This design comes from an exercise in tuning for small area, a short achievable clock period and few clock cycles on the open sky130 flow, not from production work. Function was checked by simulation only, so behaviour that the tests miss may differ from the original.

==> flow/design.v (outline; a module is shown in full before it is edited, if it fits) <==
// module bn_resp: 52 lines
// module bluenumi_led: 1013 lines
module bluenumi_led (
    input  wire        clk,
    input  wire        rst,           
    input  wire        cmd_valid,
    output wire        cmd_ready,
    input  wire [63:0] cmd_word,
    input  wire [31:0] cmd_now,       
    output wire        rsp_valid,
    output wire [3:0]  rsp_status,
    output wire [31:0] led_level      
);
  // ...
==> flow/flow/run.sh <==
#!/bin/bash
# The standard layout (standard.sh) with these changes:
# - the buffers that buffer_ports puts on every input and output port are
#   sky130_fd_sc_hd__buf_1 cells instead of the tool's default pick
#   (clkdlybuf4s50_1, a delay cell);
# - after the standard synthesis, the netlist's combinational logic is
#   improved without touching any register (same cells, same names):
#   flow/fa_polarity.py removes inverters around the full-adder cells (a full
#   adder is self-dual), then flow/remap.py maps the logic again with ABC
#   (flow/remap.abc, the standard dont_use list in flow/dontuse.txt), keeping
#   flip-flops, full-adder cells and the logic of the rsp_valid/rsp_status paths as
#   they are. The netlist computes the same function; the standard flow then
#   goes on from it.
# Logs: synth.log, standard.log (make's output), fa_polarity.log, remap.log
# (and the netlist's .remap.log beside it), and ORFS's own logs in orfs/logs.
set -euo pipefail
ARGS='BUFFER_PORTS_ARGS=-buffer_cell sky130_fd_sc_hd__buf_1'
R=orfs/results/${FLOW_PLATFORM:-sky130hd}/bluenumi_led/base
bash standard.sh "$ARGS" synth > synth.log 2>&1
python3 flow/fa_polarity.py "$R/1_2_yosys.v" > fa_polarity.log 2>&1
python3 flow/remap.py "$R/1_2_yosys.v" flow/remap.abc flow/dontuse.txt rsp_valid rsp_status > remap.log 2>&1
rm -f "$R/1_synth.odb" "$R/1_synth.sdc"
bash standard.sh "$ARGS" finish > standard.log 2>&1
==> flow/flow/dontuse.txt <==
-dont_use sky130_fd_sc_hd__probe_p_8 -dont_use sky130_fd_sc_hd__probec_p_8 -dont_use sky130_fd_sc_hd__lpflow_bleeder_1 -dont_use sky130_fd_sc_hd__lpflow_clkbufkapwr_1 -dont_use sky130_fd_sc_hd__lpflow_clkbufkapwr_16 -dont_use sky130_fd_sc_hd__lpflow_clkbufkapwr_2 -dont_use sky130_fd_sc_hd__lpflow_clkbufkapwr_4 -dont_use sky130_fd_sc_hd__lpflow_clkbufkapwr_8 -dont_use sky130_fd_sc_hd__lpflow_clkinvkapwr_1 -dont_use sky130_fd_sc_hd__lpflow_clkinvkapwr_16 -dont_use sky130_fd_sc_hd__lpflow_clkinvkapwr_2 -dont_use sky130_fd_sc_hd__lpflow_clkinvkapwr_4 -dont_use sky130_fd_sc_hd__lpflow_clkinvkapwr_8 -dont_use sky130_fd_sc_hd__lpflow_decapkapwr_12 -dont_use sky130_fd_sc_hd__lpflow_decapkapwr_3 -dont_use sky130_fd_sc_hd__lpflow_decapkapwr_4 -dont_use sky130_fd_sc_hd__lpflow_decapkapwr_6 -dont_use sky130_fd_sc_hd__lpflow_decapkapwr_8 -dont_use sky130_fd_sc_hd__lpflow_inputiso0n_1 -dont_use sky130_fd_sc_hd__lpflow_inputiso0p_1 -dont_use sky130_fd_sc_hd__lpflow_inputiso1n_1 -dont_use sky130_fd_sc_hd__lpflow_inputiso1p_1 -dont_use sky130_fd_sc_hd__lpflow_inputisolatch_1 -dont_use sky130_fd_sc_hd__lpflow_isobufsrc_1 -dont_use sky130_fd_sc_hd__lpflow_isobufsrc_16 -dont_use sky130_fd_sc_hd__lpflow_isobufsrc_2 -dont_use sky130_fd_sc_hd__lpflow_isobufsrc_4 -dont_use sky130_fd_sc_hd__lpflow_isobufsrc_8 -dont_use sky130_fd_sc_hd__lpflow_isobufsrckapwr_16 -dont_use sky130_fd_sc_hd__lpflow_lsbuf_lh_hl_isowell_tap_1 -dont_use sky130_fd_sc_hd__lpflow_lsbuf_lh_hl_isowell_tap_2 -dont_use sky130_fd_sc_hd__lpflow_lsbuf_lh_hl_isowell_tap_4 -dont_use sky130_fd_sc_hd__lpflow_lsbuf_lh_isowell_4 -dont_use sky130_fd_sc_hd__lpflow_lsbuf_lh_isowell_tap_1 -dont_use sky130_fd_sc_hd__lpflow_lsbuf_lh_isowell_tap_2 -dont_use sky130_fd_sc_hd__lpflow_lsbuf_lh_isowell_tap_4 
==> flow/flow/fa_polarity.py <==
#!/usr/bin/env python3
"""Remove inverters around full-adder cells in a Yosys netlist.

A full adder is self-dual: FA(~a, ~b, ~c) = (~cout, ~sum). Yosys's adder
extraction often leaves inverters between full adders; this script chooses,
for every sky130 fa cell, whether it computes on true or on complemented
signals so that as few inverters as possible are needed, and rewrites the
netlist with that choice. Every other cell keeps the same logical inputs, so
the netlist computes the same function. Registers are not touched.

usage: fa_polarity.py NETLIST.v   (rewrites the file in place)
"""
import random
import re
import sys

OUT_PINS = {"X", "Y", "Q", "Q_N", "SUM", "COUT", "HI", "LO"}
INV_RE = re.compile(r"sky130_fd_sc_hd__(clk)?inv_\d+$")
FA_RE = re.compile(r"sky130_fd_sc_hd__fa_\d+$")

path = sys.argv[1]
text = open(path).read()

mstart = text.index("module ")
mend = text.rindex("endmodule")
body = text[mstart:mend]

# ports
ports = set()
for m in re.finditer(r"^\s*(input|output)\s+(\[[^\]]*\]\s*)?([^;]+);", body, re.M):
    for n in m.group(3).split(","):
        ports.add(n.strip())

def base(net):
    net = net.strip()
    if net.startswith("\\"):
        return net.split(" ")[0][1:].split("[")[0]
    return net.split("[")[0]

cell_re = re.compile(r"^(\s*)(sky130_fd_sc_hd__\w+)\s+(\S+)\s*\((.*?)\);\s*$", re.S | re.M)
cells = []
for m in cell_re.finditer(body):
    pins = []
    for pm in re.finditer(r"\.(\w+)\(([^()]*)\)", m.group(4)):
        pins.append([pm.group(1), pm.group(2).strip()])
    cells.append({"type": m.group(2), "name": m.group(3), "pins": pins,
                  "span": m.span(), "indent": m.group(1)})

assign_rhs = []
for m in re.finditer(r"^\s*assign\s+(.+?)\s*=\s*(.+?);", body, re.M):
    assign_rhs.append(m.group(2).strip())

driver = {}
for ci, c in enumerate(cells):
    for p, n in c["pins"]:
        if p in OUT_PINS:
            driver[n] = (ci, p)

def is_inv(c):
    return bool(INV_RE.match(c["type"]))

def is_fa(c):
    return bool(FA_RE.match(c["type"]))

def root(net):
    """(root net, parity) through inverter chains."""
    par = 0
    seen = 0
    while net in driver and is_inv(cells[driver[net][0]]) and seen < 100:
        c = cells[driver[net][0]]
        net = dict(c["pins"])["A"]
        par ^= 1
        seen += 1
    return net, par

# consumers: (cell index or None, pin index or None, root, parity)
consumers = {}
fixed_roots = set()
for ci, c in enumerate(cells):
    if is_inv(c):
        y = dict(c["pins"])["Y"]
        if base(y) in ports:
            r, _ = root(y)
            fixed_roots.add(r)
        continue
    for pi, (p, n) in enumerate(c["pins"]):
        if p in OUT_PINS:
            continue
        r, par = root(n)
        consumers.setdefault(r, []).append((ci, pi, par))
for n in assign_rhs:
    r, _ = root(n)
    fixed_roots.add(r)
# an inverter output used by anything we do not rewrite keeps its tree as is
inv_outs = {dict(c["pins"])["Y"] for c in cells if is_inv(c)}
for n in assign_rhs:
    if n in inv_outs:
        fixed_roots.add(root(n)[0])

roots = [r for r in consumers if r not in fixed_roots]
fa_cells = [ci for ci, c in enumerate(cells) if is_fa(c)]
fa_out_roots = {}
for ci in fa_cells:
    for p, n in cells[ci]["pins"]:
        if p in OUT_PINS:
            fa_out_roots.setdefault(ci, []).append(n)
# an fa whose output tree is fixed may not flip
frozen = {ci for ci in fa_cells if any(n in fixed_roots or base(n) in ports for n in fa_out_roots[ci])}

def root_cost(r, flip):
    d = driver.get(r)
    avail = flip.get(d[0], 0) if d is not None else 0
    need_inv = False
    for ci, pi, par in consumers[r]:
        q = par ^ (flip.get(ci, 0) if is_fa(cells[ci]) else 0)
        if q != avail:
            need_inv = True
            break
    return 1 if need_inv else 0

def total(flip):
    return sum(root_cost(r, flip) for r in roots)

# roots each fa touches
touch = {ci: set() for ci in fa_cells}
for r in roots:
    d = driver.get(r)
    if d is not None and d[0] in touch:
        touch[d[0]].add(r)
    for ci, pi, par in consumers[r]:
        if ci in touch:
            touch[ci].add(r)

orig_invs = sum(1 for c in cells if is_inv(c))
best = {}
best_cost = total(best)
start_cost = best_cost
rng = random.Random(1)
movable = [ci for ci in fa_cells if ci not in frozen]
for restart in range(30):
    flip = {} if restart == 0 else {ci: rng.randint(0, 1) for ci in movable}
    improved = True
    while improved:
        improved = False
        order = movable[:]
        rng.shuffle(order)
        for ci in order:
            before = sum(root_cost(r, flip) for r in touch[ci])
            flip[ci] = flip.get(ci, 0) ^ 1
            after = sum(root_cost(r, flip) for r in touch[ci])
            if after < before:
                improved = True
            else:
                flip[ci] ^= 1
    cost = total(flip)
    if cost < best_cost:
        best_cost, best = cost, dict(flip)

# inverters outside the rewritten trees stay
keep_inv = set()
rewritten = set(roots)
for ci, c in enumerate(cells):
    if is_inv(c):
        r, _ = root(dict(c["pins"])["Y"])
        if r not in rewritten:
            keep_inv.add(ci)

# the outputs of a flipped fa carry complemented values: give them new names
rename = {}
for ci in fa_cells:
    if best.get(ci, 0):
        for n in fa_out_roots[ci]:
            if n.startswith("\\"):
                rename[n] = n + "_n"
            elif re.match(r"^[A-Za-z_][A-Za-z0-9_$]*$", n):
                rename[n] = n + "n"

def emit(net):
    net = rename.get(net, net)
    # an escaped identifier ends at white space
    return net + " " if net.startswith("\\") else net

# rebuild
new_cells = []
new_wires = []
pin_net = {}
k = 0
for r in roots:
    d = driver.get(r)
    avail = best.get(d[0], 0) if d is not None else 0
    inv_net = None
    for ci, pi, par in consumers[r]:
        q = par ^ (best.get(ci, 0) if is_fa(cells[ci]) else 0)
        if q == avail:
            pin_net[(ci, pi)] = r
        else:
            if inv_net is None:
                k += 1
                inv_net = f"_polinv{k}_"
                new_wires.append(inv_net)
                new_cells.append(f"  sky130_fd_sc_hd__inv_1 _polinv{k}_cell_ (\n    .A({emit(r)}),\n    .Y({inv_net})\n  );\n")
            pin_net[(ci, pi)] = inv_net

out = []
pos = 0
for ci, c in enumerate(cells):
    s, e = c["span"]
    out.append(body[pos:s])
    pos = e
    if is_inv(c) and ci not in keep_inv:
        continue
    pins = []
    for pi, (p, n) in enumerate(c["pins"]):
        pins.append(f"    .{p}({emit(pin_net.get((ci, pi), n))})")
    out.append(f"{c['indent']}{c['type']} {c['name']} (\n" + ",\n".join(pins) + "\n  );")
out.append(body[pos:])
new_body = "".join(out)
decl = "".join(f"  wire {emit(w)};\n" for w in new_wires) + "".join(f"  wire {w}{' ' if w.startswith(chr(92)) else ''};\n" for w in sorted(rename.values()))
new_body = new_body.rstrip() + "\n" + decl + "".join(new_cells)
open(path, "w").write(text[:mstart] + new_body + "\n" + text[mend:])
print(f"fa cells {len(fa_cells)} (frozen {len(frozen)}), flipped {sum(best.values())}; "
      f"inverters {orig_invs} -> {len(keep_inv) + k} (rewritten trees: {start_cost} -> {best_cost})")
==> flow/flow/remap.abc <==
strash
dch -f
map -D 3500
topo
stime -c
buffer -c
upsize -c -D 4200
dnsize -c -D 4200
==> flow/flow/remap.py <==
#!/usr/bin/env python3
"""Map the combinational logic of a Yosys sky130 netlist again with ABC.

Keeps every flip-flop, full/half adder and tie cell as it is, and keeps the
logic in the fan-in cone of the given output ports (the one-cycle response
paths) as it is; all other combinational cells are mapped again from their
functions with an ABC script, with the same dont_use list as the standard
synthesis. The function of the netlist does not change.

usage: remap.py NETLIST.v ABC_SCRIPT DONT_USE_FILE KEEP_PORT... (rewrites NETLIST.v)
"""
import os
import re
import subprocess
import sys

FLOW_HOME = os.environ.get("FLOW_HOME", "/OpenROAD-flow-scripts/flow")
LIB = os.path.join(FLOW_HOME, "platforms/sky130hd/lib/sky130_fd_sc_hd__tt_025C_1v80.lib")
YOSYS = os.environ.get("YOSYS_EXE") or (
    os.path.join(FLOW_HOME, "../tools/install/yosys/bin/yosys")
    if os.path.exists(os.path.join(FLOW_HOME, "../tools/install/yosys/bin/yosys")) else "yosys")
OUT_PINS = {"X", "Y", "Q", "Q_N", "SUM", "COUT", "HI", "LO"}
SEQ_RE = re.compile(r"sky130_fd_sc_hd__(e?dfx|dfr|dfs|dfb|sdf|edf|dlx|dlr|sdl|dlc|fa_|conb)")

path, script, dontuse_file = sys.argv[1:4]
keep_ports = sys.argv[4:]
text = open(path).read()
mstart = text.index("module ")
top = re.match(r"module\s+(\S+?)\s*\(", text[mstart:]).group(1)

cell_re = re.compile(r"^\s*(sky130_fd_sc_hd__\w+)\s+(\S+)\s*\((.*?)\);\s*$", re.S | re.M)
cells = []
for m in cell_re.finditer(text):
    pins = [(pm.group(1), pm.group(2).strip()) for pm in re.finditer(r"\.(\w+)\(([^()]*)\)", m.group(3))]
    cells.append((m.group(1), m.group(2), pins))
driver = {}
for ci, (t, n, pins) in enumerate(cells):
    for p, net in pins:
        if p in OUT_PINS:
            driver[net] = ci
assigns = {}
for m in re.finditer(r"^\s*assign\s+(.+?)\s*=\s*(.+?);", text, re.M):
    assigns[m.group(1).strip()] = m.group(2).strip()

def port_bits(name):
    out = []
    for m in re.finditer(r"^\s*output\s+(\[(\d+):(\d+)\]\s*)?(\S+?)\s*;", text, re.M):
        if m.group(4) == name:
            if m.group(1):
                hi, lo = int(m.group(2)), int(m.group(3))
                out += [f"{name}[{i}]" for i in range(min(hi, lo), max(hi, lo) + 1)]
            else:
                out.append(name)
    return out

# fan-in cone of the kept ports, through combinational cells only
keep = set()
stack = []
for p in keep_ports:
    stack += port_bits(p)
seen = set()
while stack:
    net = stack.pop()
    if net in seen:
        continue
    seen.add(net)
    if net in assigns:
        stack.append(assigns[net])
    ci = driver.get(net)
    if ci is None or SEQ_RE.match(cells[ci][0]):
        continue
    keep.add(cells[ci][1])
    for p, n in cells[ci][2]:
        if p not in OUT_PINS:
            stack.append(n)

# kept cells (sequential, adders, tie cells, the cone) become blackbox stubs
stub_pins = {}
for t, n, pins in cells:
    if SEQ_RE.match(t) or n in keep:
        stub_pins.setdefault(t, set()).update(p for p, _ in pins)
body = text
def retype(m):
    t, n = m.group(1), m.group(2)
    if t in stub_pins and (SEQ_RE.match(t) or n in keep):
        return m.group(0).replace(t, "KEEP__" + t, 1)
    return m.group(0)
body = cell_re.sub(retype, body)
stubs = []
for t, ps in sorted(stub_pins.items()):
    decl = ", ".join(("output " if p in OUT_PINS else "input ") + p for p in sorted(ps))
    stubs.append(f"(* blackbox *)\nmodule KEEP__{t}({decl});\nendmodule\n")
dontuse = open(dontuse_file).read().strip()
src = path + ".remap_in.v"
tmp = path + ".remap_out.v"
ys = path + ".remap.ys"
open(src, "w").write("".join(stubs) + body)
with open(ys, "w") as f:
    f.write(f"read_liberty -ignore_miss_func -ignore_miss_dir {LIB}\n")
    f.write(f"read_verilog {src}\n")
    f.write(f"hierarchy -top {top}\n")
    f.write("flatten\nopt_clean\n")
    f.write(f"abc -script {script} -liberty {LIB} {dontuse}\n")
    f.write("opt_clean -purge\n")
    f.write("rename -enumerate -pattern _rm%_\n")
    f.write(f"select -module {top}\n")
    f.write(f"write_verilog -noattr -noexpr -selected {tmp}\n")
r = subprocess.run([YOSYS, "-s", ys], capture_output=True, text=True)
open(path + ".remap.log", "w").write(r.stdout + r.stderr)
if r.returncode != 0:
    sys.stderr.write(r.stdout[-5000:] + r.stderr)
    sys.exit(1)
new = open(tmp).read().replace("KEEP__sky130_fd_sc_hd__", "sky130_fd_sc_hd__")
open(path, "w").write(new)
print(f"kept {len(keep)} cells in the cone of {' '.join(keep_ports)}")
==> flow/standard.sh <==
#!/bin/bash
# synth_recipe.tcl (not shown) runs the flow's synth.tcl, then flattens the netlist and writes it again
# the make line also repeats each setting of config.mk as NAME=value (left out here)
make -C /OpenROAD-flow-scripts/flow DESIGN_CONFIG=/design/flow/config.mk WORK_HOME=/design/flow/orfs CLKGATE_MAP_FILE= SYNTH_SCRIPT=/design/flow/synth_recipe.tcl "${@:-finish}"
==> flow/config.mk <==
export PLATFORM = sky130hd
export DESIGN_NAME = bluenumi_led
export DESIGN_NICKNAME = bluenumi_led
export VERILOG_FILES = /design/flow/design.v
export SDC_FILE = /design/flow/constraint.sdc
export NUM_CORES = 4
export LEC_CHECK = 0
export ABC_AREA = 1
export CAP_MARGIN = 20
export CORE_MARGIN = 2
export CORE_UTILIZATION = 45
export CTS_BUF_LIST = sky130_fd_sc_hd__clkbuf_8
export PLACE_DENSITY = 0.6
export SLEW_MARGIN = 85
export SYNTH_HIERARCHICAL = 1
export SYNTH_MEMORY_MAX_BITS = 131072
==> flow/constraint.sdc <==
create_clock -name core_clock -period 30.0 [get_ports {clk}]
set_input_delay 6.0000 -clock core_clock [delete_from_list [all_inputs] [get_ports {clk}]]
set_output_delay 6.0000 -clock core_clock [all_outputs]
set_load 0.01 [all_outputs]
==> results.yml, run 1 <==
cells_and_area:
  syn_to_final_growth_pct: 47.1
  buffers: 256
  buf_share: 0.144
  seq_cells: 53
  drive_gt1_frac: 0.293
  largestRegisters: "lvl: 32 flops, s2_q: 8 flops, a_q: 3 flops"
  final_cell_mix: "nand2_1, buf_1, nor2_1"
  seqCellArea_um2: 1220
  final_area_um2: 9890
  multi_input_area_um2: 6420
  largest-register: "lvl"
worst_setup_path:
  crit_family: "buffers and inverters"
  path_max_fanout: 7
  startpoint_type: "flip-flop"
  rr_worst_depth: 42
sta:
  clock.fmax_ghz: 0.0608
  setup_ws_ns: 13.55
worst_hold_path:
  worstHoldStart: "lvl[1][3]"
place:
  placed_cell_area_um2: 9400
cts:
  clk_latency_ns: 0.34
  cts_buffers: 5
  cts_setup_buffers: 0
  cts_sinks: 53
routing:
  num_vias: 7967
floorplanning:
  die_w_um: 126
job:
  drv_cap: 0
outcome:
  outcome: "timing/DRC/antenna clean"
synthesis:
  mappedNetlistArea_um2: 6730
global_routing:
  grt_max_degree: 24
  antenna_found_initial: 0
Testbench counts, summed over its fixed seeds: cycles 37,036.
==> run 2: changes to the inputs <==
--- a/flow/config.mk
+++ b/flow/config.mk
@@ -12,4 +12,5 @@
 export CTS_BUF_LIST = sky130_fd_sc_hd__clkbuf_8
+export CTS_CLUSTER_SIZE = 40
 export PLACE_DENSITY = 0.6
-export SLEW_MARGIN = 85
+export SLEW_MARGIN = 20
 export SYNTH_HIERARCHICAL = 1
==> run 2 against run 1 <==
  * Still clean
  * Setup slack improved by 3.4 ns
  * Clock skew fell by 0.0030 ns
  * Clock-buffer cell count unchanged
  * Die area unchanged
  * Critical path depth fell by 34
  * Maximum frequency rose by 26%
  * Cell count shrank 8.1%
  * Design area fell by 24%
==> results.yml, run 2 <==
outcome:
  outcome: "timing/DRC/antenna clean"
sta:
  slew_headroom: 0.401
  setup_viol_count_final: 0
  tightest_slew_ns: 0.898
  fin_tns_setup_ns: 0
  fin_crit_ns: 13.05
  whs_ns: 0.480
  rsz0062_at_grt: "no"
  fin_crit_sh: 0.435
  clock.fmax_ghz: 0.0766
  final_max_slew_viol_count: 0
  finClkSkew_ns: 0.00798
  hold_viol: 0
synthesis:
  mappedNetlistArea_um2: 6730
  synth_nets: 1145
  syn_avg_cell_area_um2: 6.87
  ys_warn_count: 8
  netlist_instances: 979
global_routing:
  met3_usage: 0.0506
  grt_pass1_vias: 7375
  top_usage_layer: "met2"
  grtUsageTotal: 0.280
  grt_use_met1: 0.376
  grt_pass1_wl_um: 36200
  gr-usage-met2: 0.448
  antenna_found_initial: 0
  grt_overflow: 0
  grt_max_degree: 24
routing:
  ant_nets: 0
  num_vias: 7410
  drt_first_pass_iters: 6
  drtIter0Drc: 705
  post_drt_wl_per_cell_um: 16.9
  wl_um: 21700
  vias_per_cell: 5.74
  drc_errors: 0
cts:
  cts_sinks: 53
  cts_buffers: 5
  htreeDepth: 2
  clk_latency_ns: 0.33
  cts_setup_buffers: 0
  cts_root_buf: "clkbuf_8"
  clock_path_buffers: 2
  hold_buffers: 0
  cts_resized: 0
  clk_pin_slew_worst_paths_ns: 0.10
  cts_tree: "built"
floorplanning:
  dieArea_um2: 15900
  rows: 44
  core_area_um2: 14600
  die_h_um: 126
  die_w_um: 126
  io_pins: 137
  start_util: 0.461
cells_and_area:
  final_util: 0.514
  num-nets-final: 1271
  final_cell_mix: "nor2_1, nand2_1, buf_1"
  final_common_cell: "nor2_1"
  finalNonFillerCells: 1290
  syn_to_final_growth_pct: 11.6
  largest_reg_flops: 32
  antenna_cells: 0
  largest-register: "lvl"
  drive_gt1_frac: 0.0488
  largestRegisters: "lvl: 32 flops, s2_q: 8 flops, a_q: 3 flops"
place:
  portBuffers: 135
  place_inst: 1282
  globalplace.congestion: 0.999
  post-dp-hpwl_um: 17500
worst_setup_path:
  reg2reg_slack_ns: 23.43
  crit_chain: "buf_1, inv_1, nand2_2, nor2_4, nand3_2, inv_1, o21ai_1, nor3_2, buf_1"
  startpoint_type: "primary input"
  path_max_fanout: 5
  cp_slowest_stage_delay_ns: 0.17
  slowest_stage: "nor2_4"
  cp.arrival_ns: 7.05
  end_kind: "output port"
  required_ns: 24.00
  crit_type: "primary input to output port"
  crit_family: "simple AND/OR/NAND/NOR gates"
  path_buf_inv: 4
job:
  drv_cap: 0
worst_hold_path:
  min_path_type: "flip-flop to flip-flop"
## run 2: cell types whose count changed in the layout (fill, tap and decap cells not counted), moves of 20 or more
cell,delta
nor2_4,-39
nor2_1,+72
clkdlybuf4s50_1,-30
a21oi_1,+31
a21oi_2,-20
buf_2,-46
inv_1,+20
o21ai_1,-27
o21ai_0,+50
nor2_2,-33
## run 2: final timing paths
check | endpoint | depth (start not counted) | from
hold reg to reg | lvl[1][2] | 2 | lvl[1][2]
setup reg to reg | lvl[3][5] | 30 | s2_q[1]
hold / removal | lvl[1][2] | 2 | lvl[1][2]
setup / recovery | rsp_status[2] | 9 | cmd_word[63]
## run 2: area by class of cell
cell class	instances	area, um^2
clock buffers	5	68.8
clock inverters	3	25.0
fillers	1517	7080
inverters	124	465
multi-input cells	779	4940
flip-flops and latches	53	1210
well taps	184	230
repair buffers	142	559
## run 2: metal layers
metal	part of all wire	vias up
met5	0	-
met4	0.044	0
met3	0.095	110
met2	0.45	421
met1	0.41	3338
li1	-	3541
## run 2: stage by stage
step | cell area (um^2) | setup slack [ns]
6_report | 7500 | 16.95
3_5_place_dp | 7410 | 16.96
5_1_grt | 7500 | 16.33
4_1_cts | 7500 | 16.96
3_3_place_gp | 7410 | 16.97
2_1_floorplan | 6730 | 17.23
## run 2: tightest hold or removal path: stages (launching register included)
cell and delay (ns):
dfxtp_1 0.32, a32oi_1 0.05, nand2_1 0.08
==> run 3: changes to the inputs <==
--- a/flow/config.mk
+++ b/flow/config.mk
@@ -12,3 +12,3 @@
 export CTS_BUF_LIST = sky130_fd_sc_hd__clkbuf_8
-export CTS_CLUSTER_SIZE = 40
+export CTS_CLUSTER_SIZE = 60
 export PLACE_DENSITY = 0.6
==> run 3 against run 2 <==
  * Critical path type unchanged
  * Die area unchanged
  * Hold slack did not move
  * Largest cell class unchanged
  * Synthesized cell count unchanged
  * Design area did not move
  * Highest routed layer unchanged
  * Maximum frequency unchanged
  * Still clean
  * Clock skew did not move
  * Core utilization unchanged
  * Wire length stayed put
==> results.yml, run 3 <==
outcome:
  outcome: "timing/DRC/antenna clean"
cells_and_area:
  largest_reg_flops: 32
  final_util: 0.514
  fillCellCount: 1517
  finalNonFillerCells: 1290
  final_cell_mix: "nor2_1, nand2_1, buf_1"
  largest-register: "lvl"
  largestRegisters: "lvl: 32 flops, s2_q: 8 flops, a_q: 3 flops"
  syn_to_final_growth_pct: 11.6
  num-nets-final: 1271
  final_common_cell: "nor2_1"
  drive_gt1_frac: 0.0488
  antenna_cells: 0
worst_setup_path:
  startpoint_type: "primary input"
  cp.arrival_ns: 7.05
  slowest_stage: "nor2_4"
  path_max_fanout: 5
  path_buf_inv: 4
  crit_start: "cmd_word[63]"
  cp_slowest_stage_delay_ns: 0.17
  crit_type: "primary input to output port"
  end_kind: "output port"
  crit_family: "simple AND/OR/NAND/NOR gates"
  required_ns: 24.00
  worstReg2RegStart: "s2_q[1]"
  crit_chain: "buf_1, inv_1, nand2_2, nor2_4, nand3_2, inv_1, o21ai_1, nor3_2, buf_1"
place:
  place_inst: 1282
  post-dp-hpwl_um: 17500
  globalplace.congestion: 0.999
  portBuffers: 135
  dp_slack_ns: 16.96
sta:
  rsz0062_at_grt: "no"
  slew_headroom: 0.401
  fin_crit_sh: 0.435
  clock.fmax_ghz: 0.0766
  fin_crit_ns: 13.05
  finClkSkew_ns: 0.00798
  final_max_slew_viol_count: 0
  fin_tns_setup_ns: 0
  setup_viol_count_final: 0
  setup_ws_ns: 16.95
  tightest_slew_ns: 0.898
  hold_viol: 0
floorplanning:
  rows: 44
  core_area_um2: 14600
  die_w_um: 126
  io_pins: 137
  die_h_um: 126
  start_util: 0.461
  dieArea_um2: 15900
routing:
  num_vias: 7410
  dr_wl_met3_um: 2070
  drc_errors: 0
  drtIter0Drc: 705
  highest_layer: "met4"
  ant_nets: 0
  met1_length_um: 8970
  wl_um: 21700
  post_drt_wl_per_cell_um: 16.9
  wl_met2_um: 9730
  vias_per_cell: 5.74
  drt_first_pass_iters: 6
global_routing:
  grt_pass1_wl_um: 36200
  grt_pass1_vias: 7375
  grt_overflow: 0
  antenna_found_initial: 0
  grt_max_degree: 24
  grtUsageTotal: 0.280
cts:
  clk_latency_ns: 0.33
  hold_buffers: 0
  cts_resized: 0
  clock_path_buffers: 2
  cts_buffers: 5
  clk_pin_slew_worst_paths_ns: 0.10
  cts_root_buf: "clkbuf_8"
  cts_tree: "built"
  htreeDepth: 2
  cts_sinks: 53
  cts_setup_buffers: 0
synthesis:
  netlist_instances: 979
  synth_nets: 1145
  syn_avg_cell_area_um2: 6.87
  ys_warn_count: 8
  mappedNetlistArea_um2: 6730
job:
  drv_cap: 0
worst_hold_path:
  worstHoldStart: "lvl[1][2]"
  min_path_type: "flip-flop to flip-flop"
==> run 3: routing by layer <==
layer  vias to the layer above  GRT usage
li1                       3541          -
met1                      3338      0.376
met2                       421      0.448
met3                       110     0.0506
met4                         0      0.115
met5                         -          0
==> run 3: worst paths after layout <==
| kind | end | cells after the start | slack [ns] |
|---|---|---|---|
| worst min register to register | lvl[1][2] | 2 | 0.48 |
| worst max-delay path | rsp_status[2] | 9 | 16.95 |
| worst min-delay path | lvl[1][2] | 2 | 0.48 |
| worst max register to register | lvl[3][5] | 30 | 23.43 |
==> run 3: area by class of cell <==
| cell class | instances | area [um^2] | area share |
|---|---|---|---|
| multi-input combinational | 779 | 4940 | 0.659 |
| sequential | 53 | 1210 | 0.161 |
| timing repair buffer | 142 | 559 | 0.0745 |
| inverter | 124 | 465 | 0.0620 |
| tap | 184 | 230 | 0.0307 |
| clock buffer | 5 | 68.8 | 0.00917 |
| clock inverter | 3 | 25.0 | 0.00333 |
==> run 3: worst register-to-register path: cells and delay by family, from the launching register on <==
| kind | cells | cell delay (ns) |
|---|---|---|
| AO/OA/AOI/OAI | 14 | 2.86 |
| AND/OR/NAND/NOR | 11 | 2.20 |
| buffers and inverters | 4 | 0.70 |
| flip-flops | 1 | 0.46 |
| XOR/XNOR | 1 | 0.27 |
==> run 3: metrics by stage <==
stage | hold slack, ns | area, um^2
finish | 0.480 | 7500
global route | 0.505 | 7500
CTS | 0.480 | 7500
detailed placement | 0.449 | 7410
global placement | 0.451 | 7410
floorplan | 0.452 | 6730
==> run 4: changes to the inputs <==
==> flow/flow/remap.abc (replaced) <==
strash
dch -f
map -D 3200
topo
stime -c
buffer -c
upsize -c -D 4200
dnsize -c -D 4200
--- a/flow/config.mk
+++ b/flow/config.mk
@@ -12,3 +12,2 @@
 export CTS_BUF_LIST = sky130_fd_sc_hd__clkbuf_8
-export CTS_CLUSTER_SIZE = 60
 export PLACE_DENSITY = 0.6
==> run 4 against run 3 <==
  * Still clean
  * Hold slack improved by 0.0067 ns
  * Design area up 0.27%
  * Non-clock buffer count increased by 4
  * Sequential share of layout area barely moved
  * Synthesized cell count down 0.41%
  * Die area down 0.22%
  * Critical endpoint unchanged
==> results.yml, run 4 <==
floorplanning:
  rows: 44
  core_area_um2: 14500
  die_h_um: 126
  dieArea_um2: 15900
  io_pins: 137
  die_w_um: 126
  start_util: 0.462
sta:
  finClkSkew_ns: 0.0149
  fin_crit_ns: 13.04
  rsz0062_at_grt: "no"
  fin_crit_sh: 0.435
  fin_tns_setup_ns: 0
  slew_headroom: 0.311
  clock.fmax_ghz: 0.0767
  setup_ws_ns: 16.96
  hold_viol: 0
  final_max_slew_viol_count: 0
  tightest_slew_ns: 1.03
  setup_viol_count_final: 0
cells_and_area:
  largest_reg_flops: 32
  syn_to_final_growth_pct: 12.1
  largest-register: "lvl"
  final_common_cell: "nand2_1"
  final_cell_mix: "nand2_1, nor2_1, buf_1"
  num-nets-final: 1270
  largestRegisters: "lvl: 32 flops, s2_q: 8 flops, a_q: 3 flops"
  drive_gt1_frac: 0.0489
  antenna_cells: 0
routing:
  drt_first_pass_iters: 6
  num_vias: 7409
  wl_um: 21500
  drtIter0Drc: 602
  drc_errors: 0
  vias_per_cell: 5.75
  post_drt_wl_per_cell_um: 16.7
  ant_nets: 0
worst_setup_path:
  cp_slowest_stage_delay_ns: 0.17
  slowest_stage: "nor2_4"
  path_buf_inv: 4
  end_kind: "output port"
  cp.arrival_ns: 7.04
  crit_type: "primary input to output port"
  crit_chain: "buf_1, inv_1, nand2_2, nor2_4, nand3_2, inv_1, o21ai_1, nor3_2, buf_1"
  required_ns: 24.00
  path_max_fanout: 5
  crit_family: "simple AND/OR/NAND/NOR gates"
  startpoint_type: "primary input"
outcome:
  outcome: "timing/DRC/antenna clean"
cts:
  clock_path_buffers: 2
  clk_latency_ns: 0.33
  clk_pin_slew_worst_paths_ns: 0.11
  cts_sinks: 53
  cts_tree: "built"
  cts_buffers: 5
  cts_setup_buffers: 0
  cts_root_buf: "clkbuf_8"
  hold_buffers: 0
  htreeDepth: 2
  cts_resized: 0
job:
  drv_cap: 0
global_routing:
  grt_max_degree: 27
  grt_pass1_vias: 6978
  antenna_found_initial: 0
  grt_pass1_wl_um: 35000
  grt_overflow: 0
  grtUsageTotal: 0.269
place:
  dp_slack_ns: 16.97
  post-dp-hpwl_um: 17400
  portBuffers: 135
  globalplace.congestion: 0.999
synthesis:
  synth_nets: 1141
  netlist_instances: 975
  mappedNetlistArea_um2: 6710
  ys_warn_count: 8
  syn_avg_cell_area_um2: 6.88
worst_hold_path:
  min_path_type: "flip-flop to flip-flop"
[run 4: cell type report]
type                    count  area [um^2]
well taps                 184          230
clock inverters             3         25.0
inverters                 115          432
clock buffers               5         68.8
fillers                  1537         7010
repair buffers            146          589
flip-flops and latches     53         1210
multi-input cells         783         4970
[run 4: path summary, 6_finish.rpt]
kind,end,slack (ns),start,depth (start not counted)
setup / recovery,rsp_status[2],16.96,cmd_word[63],9
hold / removal,lvl[2][2],0.49,lvl[2][2],2
setup reg to reg,lvl[3][4],23.38,s2_q[4],28
hold reg to reg,lvl[2][2],0.49,lvl[2][2],2
[run 4: per-stage QoR]
step / area, um^2 / cells / hold WS, ns / util
global placement: 7430 / 1281 / 0.459 / 0.511
detailed placement: 7430 / 1281 / 0.461 / 0.511
floorplan: 6710 / 975 / 0.452 / -
finish: 7520 / 1289 / 0.487 / 0.518
CTS: 7520 / 1289 / 0.488 / 0.518
global route: 7520 / 1289 / 0.514 / 0.518
[run 4: worst reg2reg max path, delay by kind of cell (launching register included)]
kind | cells | cell delay, ns
DFF | 1 | 0.43
and+or+nand+nor | 11 | 2.08
buffers and inverters | 2 | 0.45
AOI/OAI and AO/OA | 15 | 3.55
[run 4: layer usage]
metal  GRT usage  share of wire  wire [um]
met4      0.0789          0.028        610
met5           0              0          0
met3      0.0374          0.072       1550
met1       0.381           0.44       9490
met2       0.432           0.46       9830
==> run 5: changes to the inputs <==
==> flow/flow/remap.abc (replaced) <==
strash
dch -f
map -D 3500
topo
stime -c
buffer -c
upsize -c -D 4000
dnsize -c -D 4000
==> run 5 against run 4 <==
  * Still clean on timing, DRC and antenna
  * Via count down 1.6%
  * Synthesized cell count up 0.41%
  * Maximum frequency down 1.7%
  * Die area up 1.4%
  * Register-to-register slack worse by 0.22 ns
  * Clock-buffer cell count unchanged
  * Clock skew down 0.0031 ns
==> results.yml, run 5 <==
worst_setup_path:
  crit_family: "simple AND/OR/NAND/NOR gates"
  cp.arrival_ns: 7.27
  crit_type: "flip-flop to output port"
  rr_endpoint: "lvl[3][5]"
  path_max_fanout: 15
  crit_start: "s2_q[1]"
  required_ns: 24.00
  cp_slowest_stage_delay_ns: 0.64
  path_buf_inv: 4
  reg2reg_slack_ns: 23.16
  worstReg2RegStart: "s2_q[1]"
  rr_worst_depth: 30
  end_kind: "output port"
  cp_num_cells: 31
  slowest_stage: "nor2_1"
  startpoint_type: "flip-flop"
worst_hold_path:
  min_to: "lvl[0][3]"
  worstHoldStart: "lvl[0][3]"
  min_path_type: "flip-flop to flip-flop"
  holdPathStages: 2
cells_and_area:
  syn_to_final_growth_pct: 11.3
  final_cell_mix: "nor2_1, nand2_1, buf_1"
  largest-register: "lvl"
  drive_gt1_frac: 0.0669
  multi_input_area_um2: 5010
  final_common_cell: "nor2_1"
  seqCellArea_um2: 1210
  antenna_cells: 0
  num-nets-final: 1271
  largestRegisters: "lvl: 32 flops, s2_q: 8 flops, a_q: 3 flops"
  largest_reg_flops: 32
  final_area_um2: 7570
  finalNonFillerCells: 1290
  fillCellCount: 1530
floorplanning:
  core_area_um2: 14600
  die_w_um: 127
  dieArea_um2: 16100
  io_pins: 137
  die_h_um: 127
  rows: 44
  start_util: 0.465
routing:
  num_vias: 7293
  drc_errors: 0
  vias_per_cell: 5.65
  drt_first_pass_iters: 8
  post_drt_wl_per_cell_um: 16.6
  wl_um: 21500
  ant_nets: 0
  drtIter0Drc: 728
synthesis:
  netlist_instances: 979
  ys_warn_count: 8
  synth_nets: 1145
  mappedNetlistArea_um2: 6810
  syn_avg_cell_area_um2: 6.95
cts:
  cts_setup_buffers: 0
  cts_tree: "built"
  clock_path_buffers: 2
  clk_pin_slew_worst_paths_ns: 0.11
  htreeDepth: 2
  cts_root_buf: "clkbuf_8"
  clk_latency_ns: 0.34
  hold_buffers: 0
  cts_resized: 0
  cts_buffers: 5
  cts_sinks: 53
outcome:
  outcome: "timing/DRC/antenna clean"
sta:
  fin_crit_ns: 13.27
  rsz0062_at_grt: "no"
  clock.fmax_ghz: 0.0754
  hold_viol: 0
  tightest_slew_ns: 0.952
  fin_tns_setup_ns: 0
  finClkSkew_ns: 0.0119
  setup_viol_count_final: 0
  whs_ns: 0.486
  slew_headroom: 0.366
  fin_crit_sh: 0.442
  final_max_slew_viol_count: 0
place:
  globalplace.congestion: 0.999
  post-dp-hpwl_um: 17300
  placed_cell_area_um2: 7480
  portBuffers: 135
  place_inst: 1282
global_routing:
  grt_pass1_vias: 7208
  grt_pass1_wl_um: 36100
  antenna_found_initial: 0
  grt_max_degree: 24
  grt_overflow: 0
  grtUsageTotal: 0.278
job:
  drv_cap: 0
==> run 5: cell type report <==
type | instances | share of cell area
Inverter | 124 | 0.0616
Timing Repair Buffer | 142 | 0.0738
Tap cell | 184 | 0.0304
Sequential cell | 53 | 0.160
Clock buffer | 5 | 0.00908
Clock inverter | 3 | 0.00330
Multi-Input combinational cell | 779 | 0.662
==> run 5: tightest hold or removal path, stage by stage (launching register included) <==
cell	delay, ns
dfxtp_1	0.32
nand2_1	0.05
o221ai_1	0.08
==> run 5: worst max path at each step <==
stage / end / slack (ns)
after floorplan: rsp_status[2] / 17.23
after global placement: rsp_status[2] / 16.97
after detailed placement: rsp_status[2] / 16.96
after CTS: led_level[29] / 16.94
after global routing: led_level[29] / 16.08
final: led_level[29] / 16.73
==> run 5: metrics by stage <==
step	setup WS [ns]	utilization
6_report	16.73	0.517
5_1_grt	16.08	0.517
4_1_cts	16.94	0.517
3_5_place_dp	16.96	0.511
3_3_place_gp	16.97	0.511
2_1_floorplan	17.23	-
==> run 5: per-layer routing <==
metal  wire [um]  GRT usage
met1        9310      0.380
met2        9830      0.439
met3        1690     0.0574
met4         636      0.104
met5           0          0
==> run 6: changes to the inputs <==
==> flow/flow/remap.abc (replaced) <==
strash
dch -f
map -D 3500
topo
stime -c
buffer -c
upsize -c -D 4200
dnsize -c -D 4200
--- a/flow/config.mk
+++ b/flow/config.mk
@@ -10,5 +10,5 @@
 export CORE_MARGIN = 2
-export CORE_UTILIZATION = 45
+export CORE_UTILIZATION = 60.0
 export CTS_BUF_LIST = sky130_fd_sc_hd__clkbuf_8
-export PLACE_DENSITY = 0.6
+export PLACE_DENSITY = 0.7
 export SLEW_MARGIN = 20
==> run 6 against run 5 <==
  * Clock skew is 0.0030 ns lower
  * Register-to-register slack worse by 0.21 ns
  * Clock-buffer cell count stayed put
  * Die area is 25% lower
  * Core utilization is 17 points higher
  * Critical path depth is 4 lower
  * Sequential cell count stayed put
  * Area after synthesis is 1.2% lower
  * Critical endpoint is now led_level[28]
==> results.yml, run 6 <==
synthesis:
  mappedNetlistArea_um2: 6730
  synth_nets: 1145
  syn_avg_cell_area_um2: 6.87
  ys_warn_count: 8
  netlist_instances: 979
cells_and_area:
  num-nets-final: 1273
  largest_reg_flops: 32
  largest-register: "lvl"
  largestRegisters: "lvl: 32 flops, s2_q: 8 flops, a_q: 3 flops"
  seqCellArea_um2: 1210
  final_cell_mix: "nor2_1, nand2_1, buf_1"
  final_util: 0.685
  antenna_cells: 0
  drive_gt1_frac: 0.0496
  syn_to_final_growth_pct: 10.9
  multi_input_area_um2: 4940
  final_common_cell: "nor2_1"
  fillCellCount: 952
floorplanning:
  die_w_um: 110
  die_h_um: 110
  rows: 38
  core_area_um2: 10900
  io_pins: 137
  start_util: 0.618
  dieArea_um2: 12100
sta:
  fin_crit_sh: 0.449
  fin_tns_setup_ns: 0
  tightest_slew_ns: 1.05
  slew_headroom: 0.295
  finClkSkew_ns: 0.00881
  rsz0062_at_grt: "no"
  fin_crit_ns: 13.46
  whs_ns: 0.487
  hold_viol: 0
  clock.fmax_ghz: 0.0743
  final_max_slew_viol_count: 0
  setup_ws_ns: 16.54
  setup_viol_count_final: 0
cts:
  cts_resized: 0
  cts_buffers: 5
  cts_sinks: 53
  cts_tree: "built"
  clk_pin_slew_worst_paths_ns: 0.10
  cts_setup_buffers: 0
  clock_path_buffers: 2
  htreeDepth: 2
  clk_latency_ns: 0.33
  hold_buffers: 0
  cts_root_buf: "clkbuf_8"
global_routing:
  antenna_found_initial: 0
  grt_overflow: 0
  grt_pass1_wl_um: 35300
  grt_pass1_vias: 7422
  grtUsageTotal: 0.378
  grt_max_degree: 24
place:
  portBuffers: 135
  post-dp-hpwl_um: 17400
  globalplace.congestion: 1.03
  dp_slack_ns: 16.78
worst_setup_path:
  end_kind: "output port"
  required_ns: 24.00
  crit_type: "flip-flop to output port"
  cp.arrival_ns: 7.46
  startpoint_type: "flip-flop"
  path_max_fanout: 15
routing:
  wl_um: 22000
  drt_first_pass_iters: 6
  met1_length_um: 8360
  drtIter0Drc: 872
  ant_nets: 0
  wl_met2_um: 10700
  vias_per_cell: 6.12
  highest_layer: "met4"
  dr_wl_met3_um: 2170
  drc_errors: 0
  num_vias: 7632
  post_drt_wl_per_cell_um: 17.6
worst_hold_path:
  min_path_type: "flip-flop to flip-flop"
outcome:
  outcome: "timing/DRC/antenna clean"
job:
  drv_cap: 0
run 6: cell count changes in the layout (fill, tap and decap cells not counted), sizes merged:
cell and delta:
clkinvlp -1, clkinv +3, buf +2, inv -2
run 6: layer usage:
layer / GRT usage / up-vias
li1: - / 3549
met5: 0 / -
met4: 0.165 / 0
met3: 0.0741 / 86
met2: 0.636 / 489
met1: 0.470 / 3508
run 6: per-stage QoR:
stage,instance area (um^2),std cells
finish,7460,1248
global route,7460,1248
CTS,7460,1248
detailed placement,7370,1240
global placement,7370,1240
floorplan,6730,979
run 6: final timing paths:
path,slack [ns],startpoint,end,cells after the start
setup / recovery,16.54,s2_q[1],led_level[28],27
hold / removal,0.49,lvl[1][2],lvl[1][2],2
setup reg to reg,22.95,s2_q[1],lvl[3][4],26
hold reg to reg,0.49,lvl[1][2],lvl[1][2],2
run 6: layout make-up:
type / count / share of cell area
Multi-Input combinational cell: 779 / 0.663
Sequential cell: 53 / 0.162
Timing Repair Buffer: 144 / 0.0770
Inverter: 124 / 0.0624
Tap cell: 140 / 0.0235
Clock buffer: 5 / 0.00923
Clock inverter: 3 / 0.00302
run 6: critical path, cell delays in order, from the launching register on:
cell	delay [ns]
edfxtp_1	0.47
inv_2	0.12
nand2_1	0.13
a31oi_1	0.34
nand2_1	0.16
nand2_2	0.18
xor2_2	0.15
o21ai_2	0.40
nor2_1	0.07
nor2_1	0.66
inv_1	0.54
nor2_1	0.49
nor2_1	0.25
nor2_1	0.34
o21ai_1	0.19
a21oi_1	0.21
o21a_1	0.30
a21oi_1	0.11
o21ai_0	0.11
and3_1	0.21
o21ai_0	0.10
or2_1	0.31
a21oi_1	0.34
a21oi_1	0.08
o22ai_1	0.36
a22oi_1	0.13
o21ai_0	0.18
buf_1	0.19
==> run 7: changes to the inputs <==
--- a/flow/flow/run.sh
+++ b/flow/flow/run.sh
@@ -13,6 +13,5 @@
 #   goes on from it.
-# Logs: synth.log, standard.log (make's output), fa_polarity.log, remap.log
-# (and the netlist's .remap.log beside it), and ORFS's own logs in orfs/logs.
 set -euo pipefail
 ARGS='BUFFER_PORTS_ARGS=-buffer_cell sky130_fd_sc_hd__buf_1'
+MARGIN='SETUP_SLACK_MARGIN=16.9'
 R=orfs/results/${FLOW_PLATFORM:-sky130hd}/bluenumi_led/base
@@ -22,2 +21,2 @@
 rm -f "$R/1_synth.odb" "$R/1_synth.sdc"
-bash standard.sh "$ARGS" finish > standard.log 2>&1
+bash standard.sh "$ARGS" "$MARGIN" finish > standard.log 2>&1
==> flow/flow/remap.abc (replaced) <==
strash
dch -f
map -a
topo
stime -c
buffer -c
upsize -c
dnsize -c
--- a/flow/config.mk
+++ b/flow/config.mk
@@ -10,5 +10,4 @@
 export CORE_MARGIN = 2
-export CORE_UTILIZATION = 60.0
-export CTS_BUF_LIST = sky130_fd_sc_hd__clkbuf_8
-export PLACE_DENSITY = 0.7
+export CORE_UTILIZATION = 45
+export PLACE_DENSITY = 0.6
 export SLEW_MARGIN = 20
==> run 7 against run 6 <==
  * Largest cell class unchanged
  * Die area rose by 35%
  * Global-route usage is 11 points lower
  * Hold slack improved by 0.0045 ns
  * Via count decreased by 1.8%
  * Still clean on timing, DRC and antenna
  * First-iteration DRC count shrank 13%
  * Non-clock buffer count rose by 24
  * Cell count rose by 5.0%
  * Critical endpoint is now rsp_valid
==> results.yml, run 7 <==
cts:
  clock_path_buffers: 2
  cts_buffers: 5
  cts_root_buf: "clkbuf_16"
  clk_latency_ns: 0.30
  htreeDepth: 2
  clk_pin_slew_worst_paths_ns: 0.08
  cts_sinks: 53
  cts_tree: "built"
sta:
  fin_crit_ns: 13.08
  slew_headroom: 0.274
  finClkSkew_ns: 0.00724
  tightest_slew_ns: 1.08
  clock.fmax_ghz: 0.0764
  rsz0062_at_grt: "yes"
  fin_tns_setup_ns: 0
  setup_ws_ns: 16.92
  whs_ns: 0.491
  hold_viol: 0
  setup_viol_count_final: 0
  final_max_slew_viol_count: 0
  fin_crit_sh: 0.436
outcome:
  outcome: "timing/DRC/antenna clean"
synthesis:
  syn_avg_cell_area_um2: 7.10
  synth_nets: 1133
  mappedNetlistArea_um2: 6870
  netlist_instances: 967
  ys_warn_count: 8
worst_setup_path:
  rr_worst_depth: 46
  cp.arrival_ns: 7.08
  crit_type: "primary input to output port"
  end_kind: "output port"
  startpoint_type: "primary input"
  required_ns: 24.00
  rr_endpoint: "lvl[1][2]"
  reg2reg_slack_ns: 23.77
  path_max_fanout: 6
  worstReg2RegStart: "s2_q[1]"
worst_hold_path:
  worstHoldStart: "lvl[2][6]"
  holdPathStages: 2
  min_to: "lvl[2][6]"
  min_path_type: "flip-flop to flip-flop"
routing:
  num_vias: 7496
  drt_first_pass_iters: 6
  ant_nets: 0
  post_drt_wl_per_cell_um: 17.0
  vias_per_cell: 5.72
  wl_um: 22300
  drtIter0Drc: 760
  drc_errors: 0
place:
  portBuffers: 135
  placed_cell_area_um2: 7530
  globalplace.congestion: 0.977
  dp_slack_ns: 16.95
  post-dp-hpwl_um: 17300
  place_inst: 1276
global_routing:
  grt_pass1_vias: 7052
  grtUsageTotal: 0.273
  grt_overflow: 0
  antenna_found_initial: 0
  grt_pass1_wl_um: 35300
  grt_max_degree: 25
floorplanning:
  start_util: 0.457
  core_area_um2: 15000
  die_w_um: 128
  die_h_um: 128
  io_pins: 137
  dieArea_um2: 16300
  rows: 45
cells_and_area:
  syn_to_final_growth_pct: 18.1
  final_util: 0.540
  drive_gt1_frac: 0.146
  final_cell_mix: "nor2_1, nand2_1, buf_1"
  antenna_cells: 0
  largestRegisters: "lvl: 32 flops, s2_q: 8 flops, a_q: 3 flops"
  finalNonFillerCells: 1311
  final_area_um2: 8110
  final_common_cell: "nor2_1"
  fillCellCount: 1507
  largest_reg_flops: 32
  largest-register: "lvl"
  num-nets-final: 1288
job:
  drv_cap: 0
-- run 7: cell count changes in the layout (fill, tap and decap cells not counted), moves of 9 or more --
cell | previous run | this run
a21oi_1 | 62 | 53
nor2_2 | 7 | 23
nand3_1 | 33 | 17
nand2_1 | 160 | 148
buf_4 | 9 | 29
inv_2 | 2 | 14
inv_1 | 121 | 100
buf_1 | 135 | 125
-- run 7: critical path: stages --
cell and delay (ns):
buf_6 0.10, inv_4 0.05, nand2_4 0.05, nor2_4 0.24, nand2_4 0.12, or2_4 0.27
nand3_2 0.06, a21oi_2 0.05, buf_2 0.15
-- run 7: how the worst max path moves through the flow --
stage	start	to	slack, ns	cells past startpoint
after floorplan	cmd_word[63]	rsp_status[2]	17.23	7
after global placement	cmd_word[63]	rsp_valid	16.96	9
after detailed placement	cmd_word[63]	rsp_status[2]	16.95	9
after CTS	cmd_word[63]	rsp_status[2]	16.94	9
after global routing	cmd_word[63]	rsp_valid	16.85	9
final	cmd_word[61]	rsp_valid	16.92	9
-- run 7: area by class of cell --
class | instances | area [um^2] | share of cell area
Multi-Input combinational cell | 769 | 5170 | 0.637
Sequential cell | 53 | 1210 | 0.149
Timing Repair Buffer | 168 | 827 | 0.102
Inverter | 125 | 523 | 0.0645
Tap cell | 188 | 235 | 0.0290
Clock buffer | 5 | 125 | 0.0154
Clock inverter | 3 | 25.0 | 0.00308
-- run 7: routing by layer --
metal,up-vias,part of all wire,GRT usage
met3,80,0.087,0.0490
met1,3452,0.41,0.362
met5,-,0,0
li1,3548,-,-
met4,0,0.037,0.0976
met2,416,0.46,0.448
-- run 7: repair_timing --
action,CTS,global route
resized for setup,1,70
hold endpoints to repair,0,0
buffers inserted,0,26
hold buffers,0,0
cloned,0,1
setup endpoints to repair,4,23
pin swaps,0,17
==> run 8: changes to the inputs <==
--- a/flow/flow/run.sh
+++ b/flow/flow/run.sh
@@ -15,3 +15,3 @@
 ARGS='BUFFER_PORTS_ARGS=-buffer_cell sky130_fd_sc_hd__buf_1'
-MARGIN='SETUP_SLACK_MARGIN=16.9'
+MARGIN='SETUP_SLACK_MARGIN=17.1'
 R=orfs/results/${FLOW_PLATFORM:-sky130hd}/bluenumi_led/base
==> run 8 against run 7 <==
  * Critical endpoint unchanged
  * Die area stayed put
  * Via count increased by 3.2%
  * Hold slack got worse by 0.0035 ns
  * First-iteration DRC count down 15%
  * Area after synthesis did not move
  * Cell count is 3.1% higher
  * Register-to-register slack worse by 0.07 ns
  * Core utilization is 3.1 points higher
  * Clock-buffer cell count is the same
  * Largest cell class unchanged
  * Still clean on timing, DRC and antenna
  * Synthesized cell count is the same
==> results.yml, run 8 <==
cts:
  htreeDepth: 2
  clk_latency_ns: 0.31
  cts_root_buf: "clkbuf_16"
  clock_path_buffers: 2
  cts_buffers: 5
  cts_tree: "built"
  clk_pin_slew_worst_paths_ns: 0.07
  cts_sinks: 53
cells_and_area:
  antenna_cells: 0
  final_cell_mix: "nor2_1, nand2_1, buf_1"
  syn_to_final_growth_pct: 24.8
  fillCellCount: 1481
  finalNonFillerCells: 1352
  final_common_cell: "nor2_1"
  largestRegisters: "lvl: 32 flops, s2_q: 8 flops, a_q: 3 flops"
  drive_gt1_frac: 0.198
  largest-register: "lvl"
  largest_reg_flops: 32
  num-nets-final: 1329
place:
  globalplace.congestion: 0.977
  place_inst: 1276
  post-dp-hpwl_um: 17300
  dp_slack_ns: 16.95
  portBuffers: 135
synthesis:
  ys_warn_count: 8
  netlist_instances: 967
  synth_nets: 1133
  syn_avg_cell_area_um2: 7.10
  mappedNetlistArea_um2: 6870
routing:
  drtIter0Drc: 648
  ant_nets: 0
  vias_per_cell: 5.72
  drt_first_pass_iters: 5
  num_vias: 7736
  post_drt_wl_per_cell_um: 17.5
  wl_um: 23700
  drc_errors: 0
worst_setup_path:
  path_max_fanout: 6
  cp.arrival_ns: 7.05
  required_ns: 24.00
  crit_start: "cmd_word[63]"
  worstReg2RegStart: "s2_q[0]"
  crit_type: "primary input to output port"
  end_kind: "output port"
  startpoint_type: "primary input"
sta:
  tightest_slew_ns: 1.07
  fin_crit_sh: 0.435
  clock.fmax_ghz: 0.0766
  final_max_slew_viol_count: 0
  fin_tns_setup_ns: 0
  setup_ws_ns: 16.95
  finClkSkew_ns: 0.00819
  hold_viol: 0
  setup_viol_count_final: 0
  slew_headroom: 0.282
  fin_crit_ns: 13.05
  rsz0062_at_grt: "yes"
outcome:
  outcome: "timing/DRC/antenna clean"
worst_hold_path:
  min_path_type: "flip-flop to flip-flop"
  worstHoldStart: "lvl[1][2]"
floorplanning:
  dieArea_um2: 16300
  core_area_um2: 15000
  die_w_um: 128
  die_h_um: 128
  rows: 45
  start_util: 0.457
  io_pins: 137
global_routing:
  grt_max_degree: 25
  grt_pass1_vias: 7126
  grtUsageTotal: 0.277
  grt_overflow: 0
  antenna_found_initial: 0
  grt_pass1_wl_um: 35800
job:
  drv_cap: 0
==> run 8: layout make-up <==
| type | count | area (um^2) | share of cell area |
|---|---|---|---|
| multi-input combinational | 771 | 5300 | 0.618 |
| clock buffer | 5 | 125 | 0.0146 |
| clock inverter | 3 | 25.0 | 0.00292 |
| inverter | 125 | 544 | 0.0635 |
| timing repair inverter | 1 | 8.76 | 0.00102 |
| tap | 188 | 235 | 0.0274 |
| sequential | 53 | 1210 | 0.141 |
| timing repair buffer | 206 | 1130 | 0.132 |
==> run 8: critical path: stages <==
cell and delay (ns):
buf_6 0.10, inv_4 0.05, nand2_4 0.04, nor2_4 0.21, nand2_4 0.12, or2_4 0.27
nand3_2 0.06, a21oi_2 0.05, buf_2 0.15
==> run 8: stage by stage <==
stage / hold slack [ns] / cell area [um^2] / utilization
2_1_floorplan: 0.452 / 6870 / -
3_3_place_gp: 0.475 / 7530 / 0.501
3_5_place_dp: 0.474 / 7530 / 0.501
4_1_cts: 0.494 / 7780 / 0.518
5_1_grt: 0.509 / 8570 / 0.570
6_report: 0.488 / 8570 / 0.570
==> run 8: path summary, 6_finish.rpt <==
path | to | slack (ns) | depth (start not counted)
worst min register to register | lvl[1][2] | 0.49 | 2
worst min-delay path | lvl[1][2] | 0.49 | 2
worst max-delay path | rsp_valid | 16.95 | 9
worst max register to register | lvl[1][5] | 23.70 | 49
==> run 8: routing by layer <==
layer / global-route usage / wire, um
met2: 0.455 / 10900
met5: 0 / 0
met1: 0.368 / 9580
met3: 0.0486 / 2140
met4: 0.0970 / 1040
==> run 8: what timing repair did <==
item | CTS | global route
endpoints found under the setup margin | 16 | 26
hold buffers | 0 | 0
pin swaps | 11 | 44
gates resized for setup | 17 | 100
gates cloned | 1 | 4
buffers inserted | 7 | 56

what the ideal ports hide:
The flow's constraints put no driver on any port. The routed layouts listed below were extracted and timed again, unchanged, in two steps.
Step 1, drivers: a clkbuf_16 drives clk and a buf_2 each remaining input, both assumed.
Step 2 moves the port delays by t, midway between the first and last clock arrival at a register: inputs arrive t later, outputs are due t later. That takes back most of the time a late clock gives input paths.
Three values: ideal ports, drivers, drivers and shift; two values: the first two.
| run | t, ns | setup WS [ns] | slew at the worst register clock pin (ns) |
|---|---|---|---|
| run 1 | 0.370 | 13.548 / 13.510 / 13.880 | 0.11 / 0.11 |
| run 2 | 0.364 | 16.952 / 16.933 / 16.933 | 0.10 / 0.10 |
| run 3 | 0.364 | 16.952 / 16.933 / 16.933 | 0.10 / 0.10 |
| run 4 | 0.357 | 16.956 / 16.937 / 16.937 | 0.11 / 0.11 |
| run 5 | 0.369 | 16.733 / 16.697 / 16.941 | 0.11 / 0.11 |
| run 6 | 0.359 | 16.540 / 16.504 / 16.774 | 0.10 / 0.10 |
| run 7 | 0.343 | 16.916 / 16.886 / 16.886 | 0.08 / 0.08 |
| run 8 | 0.346 | 16.947 / 16.916 / 16.916 | 0.08 / 0.08 |
After both steps setup and hold are still met in every run listed. The setup slack of run 8, which loses most, moves by -0.031 ns with the drivers and by -0.031 ns with both steps.
